Context: an optimization exercise on an open-source flow, tuned for small area, a short achievable clock period and few clock cycles per item. The choices shown serve that exercise and are no tape-out recipe.
The RTL was checked by simulation tests, not by an equivalence proof against the original design.
No activity file was given, so power comes from the tool's default toggle rates.

## si4464_rf_encoder
module si4464_rf_encoder #(
    parameter [31:0] FREQ_MIN_HZ    = 32'd400000000,
    parameter [31:0] FREQ_MAX_HZ    = 32'd406000000,
    parameter [31:0] BAND_MID_HZ    = 32'd403000000,
    parameter [7:0]  INT_LOW        = 8'd61,
    parameter [7:0]  INT_HIGH       = 8'd62,
    parameter [31:0] REF_DIVISOR_HZ = 32'd6500000,
    parameter [31:0] XTAL_FREQ_HZ   = 32'd26000000
) (
    input  wire        clk,
    input  wire        rst,         
    input  wire        in_valid,
    output wire        in_ready,
    input  wire [63:0] in_word,     
    input  wire [31:0] in_rb,       
    output reg         out_valid,
    input  wire        out_ready,
    output wire [3:0]  out_status,  
    output wire [2:0]  out_len,     
    output wire [39:0] out_data     
);
Size in the first run: about 810 cells after synthesis.
==> flow/config.mk <==
export PLATFORM = sky130hd
export DESIGN_NAME = si4464_rf_encoder
export DESIGN_NICKNAME = si4464_rf_encoder
export VERILOG_FILES = /design/flow/design.v
export SDC_FILE = /design/flow/constraint.sdc
export NUM_CORES = 4
export LEC_CHECK = 0
export CAP_MARGIN = 20
export CORE_MARGIN = 2
export CORE_UTILIZATION = 40
export PLACE_DENSITY = 0.6
export SLEW_MARGIN = 20
export SYNTH_HIERARCHICAL = 1
==> flow/constraint.sdc <==
create_clock -name core_clock -period 70.0 [get_ports {clk}]
set_input_delay 14.0000 -clock core_clock [delete_from_list [all_inputs] [get_ports {clk}]]
set_output_delay 14.0000 -clock core_clock [all_outputs]
set_load 0.01 [all_outputs]
standard.sh (not shown) runs the stock make flow with config.mk's settings and CLKGATE_MAP_FILE= SYNTH_SCRIPT=/design/flow/synth_recipe.tcl, a recipe that flattens the netlist after the stock synthesis.
==> flow/flow/run.sh <==
#!/bin/bash
# The standard layout (the standard.sh, all ORFS steps from synthesis to
# finish) with one change: the buffers that ORFS puts on every input and
# output port are the smallest buffer cell instead of clkdlybuf4s50_1.
set -euo pipefail
export BUFFER_PORTS_ARGS="-buffer_cell sky130_fd_sc_hd__buf_1"
bash standard.sh > standard.log 2>&1
The first run finished clean.
Testbench counts at the start, summed over its fixed seeds: cycles 16,016, items 16,000.
Edit:
- CTS_CLUSTER_DIAMETER: not set -> 150
- CTS_CLUSTER_SIZE: not set -> 30
=> Via count does not change. Worst setup slack stays the same. Clock-buffer cell count is unchanged. Wire length is unchanged. Worst hold slack does not change. Maximum frequency stays the same. Core utilization is unchanged. First-iteration DRC count is unchanged. Synthesized cell count is unchanged.
Edit:
- CTS_BUF_LIST: not set -> sky130_fd_sc_hd__clkbuf_8
The changed run ran to the end with no violations.
Non-clock buffer count stays the same.
Global-route usage hardly moves.
Wire length is about the same.
Sequential share of layout area is higher by 0.38 points.
Via count is lower slightly.
Edit:
- CTS_CLUSTER_DIAMETER: 150 -> not set
- CTS_CLUSTER_SIZE: 30 -> not set
After rerunning:
- worst setup slack does not change
- clock-buffer cell count is unchanged
- power does not change
- wire length does not change
- maximum frequency does not change
- die area does not change

* * *

si4464_rf_encoder, a different RTL version from the one above (not shown whole).
Size in the first run: ~810 cells after synthesis, roughly 150 I/O pins, roughly 10000 um2 of cells after synthesis.
// si4464_rf_encoder
module si4464_rf_encoder #(
    parameter [31:0] FREQ_MIN_HZ    = 32'd400000000,
    parameter [31:0] FREQ_MAX_HZ    = 32'd406000000,
    parameter [31:0] BAND_MID_HZ    = 32'd403000000,
    parameter [7:0]  INT_LOW        = 8'd61,
    parameter [7:0]  INT_HIGH       = 8'd62,
    parameter [31:0] REF_DIVISOR_HZ = 32'd6500000,
    parameter [31:0] XTAL_FREQ_HZ   = 32'd26000000
) (
    input  wire        clk,
    input  wire        rst,         
    input  wire        in_valid,
    output wire        in_ready,
    input  wire [63:0] in_word,     
    input  wire [31:0] in_rb,       
    output reg         out_valid,
    input  wire        out_ready,
    output wire [3:0]  out_status,  
    output wire [2:0]  out_len,     
    output wire [39:0] out_data     
);
==> flow/config.mk <==
export PLATFORM = sky130hd
export DESIGN_NAME = si4464_rf_encoder
export DESIGN_NICKNAME = si4464_rf_encoder
export VERILOG_FILES = /design/flow/design.v
export SDC_FILE = /design/flow/constraint.sdc
export NUM_CORES = 4
export LEC_CHECK = 0
export CAP_MARGIN = 20
export CORE_MARGIN = 2
export CORE_UTILIZATION = 40
export PLACE_DENSITY = 0.6
export SLEW_MARGIN = 20
export SYNTH_HIERARCHICAL = 1
==> flow/constraint.sdc <==
create_clock -name core_clock -period 70.0 [get_ports {clk}]
set_input_delay 14.0000 -clock core_clock [delete_from_list [all_inputs] [get_ports {clk}]]
set_output_delay 14.0000 -clock core_clock [all_outputs]
set_load 0.01 [all_outputs]
==> flow/flow/run.sh <==
#!/bin/bash
set -euo pipefail
export BUFFER_PORTS_ARGS="-buffer_cell sky130_fd_sc_hd__buf_1"
export CTS_ARGS="-sink_clustering_enable -repair_clock_nets -dont_use_dummy_load"
bash standard.sh > standard.log 2>&1
Testbench counts at the start, summed over its fixed seeds: cycles 16,016, items 16,000.
Then changed:
==> flow/flow/run.sh (replaced) <==
#!/bin/bash
set -euo pipefail
export BUFFER_PORTS_ARGS="-buffer_cell sky130_fd_sc_hd__buf_1"
export CTS_ARGS="-sink_clustering_enable -repair_clock_nets -dont_use_dummy_load -buf_list sky130_fd_sc_hd__clkbuf_8 -root_buf sky130_fd_sc_hd__clkbuf_16"
bash standard.sh > standard.log 2>&1
=>
- The changed run went through all stages and came out clean
- worst hold slack hardly moves
- via count goes down by 0.38%
- clock power goes down by 34%
- routed wire length barely changes
- final cell count is unchanged
- clock-buffer cell count is unchanged
- first-iteration DRC count goes up by 5.1%
- power goes down by 5.6%
- setup slack gets worse by 41 ps
Then changed:
==> flow/flow/run.sh (replaced) <==
#!/bin/bash
# The standard layout (the standard.sh, all ORFS steps from synthesis to
# finish) with one change: the buffers that ORFS puts on every input and
# output port are the smallest buffer cell instead of clkdlybuf4s50_1.
set -euo pipefail
export BUFFER_PORTS_ARGS="-buffer_cell sky130_fd_sc_hd__buf_1"
bash standard.sh > standard.log 2>&1
Result:
- sequential power stays flat
- clock-buffer cell count came out higher by 3
- fmax came out higher by 0.43%
- global-route usage stays flat
- hold slack hardly moves
- total power came out higher by 9.6%
- via count came out higher by 0.46%
- core utilization came out higher by 1.2 points
- routed wire length came out higher by 0.42%
- sequential share of layout area came out lower by 0.68 points

## static timing again, ports no longer ideal
How much do the figures lean on ideal ports? The routed layouts below were timed once more, with nothing changed but the port constraints. Step 1 assumes that a clkbuf_16 drives the clock port and a buf_2 every other input. Step 2 also shifts input and output timing later by t, the mid clock arrival at the registers, as if the neighbouring blocks saw the same clock. Slacks: no drivers / after step 1 / after step 2; pairs: no drivers / after step 1.
run | shift t [ns] | setup WS [ns] | hold WS [ns] | worst setup path after step 2 | clock arrival spread, ns
the first run of note 1 | 0.442 | 54.526 / 54.490 / 54.516 | 0.484 / 0.484 / 0.484 | input to register | 0.010 / 0.010
the second run of note 1 | 0.442 | 54.526 / 54.490 / 54.516 | 0.484 / 0.484 / 0.484 | input to register | 0.010 / 0.010
the third run of note 1 | 0.466 | 54.487 / 54.451 / 54.502 | 0.487 / 0.487 / 0.487 | input to register | 0.012 / 0.013
the fourth run of note 1 | 0.466 | 54.487 / 54.451 / 54.502 | 0.487 / 0.487 / 0.487 | input to register | 0.012 / 0.013
the first run of note 2 | 0.441 | 54.481 / 54.503 / 54.062 | 0.471 / 0.471 / 0.471 | input to register | 0.023 / 0.022
the second run of note 2 | 0.393 | 54.440 / 54.463 / 54.070 | 0.472 / 0.472 / 0.472 | input to register | 0.034 / 0.034
the third run of note 2 | 0.448 | 54.506 / 54.525 / 54.078 | 0.474 / 0.474 / 0.474 | input to register | 0.011 / 0.011
After both steps every run listed still meets setup and hold. For the third run of note 2, which loses most, drivers alone change the setup slack by +0.019 ns; drivers and shift together by -0.428 ns.
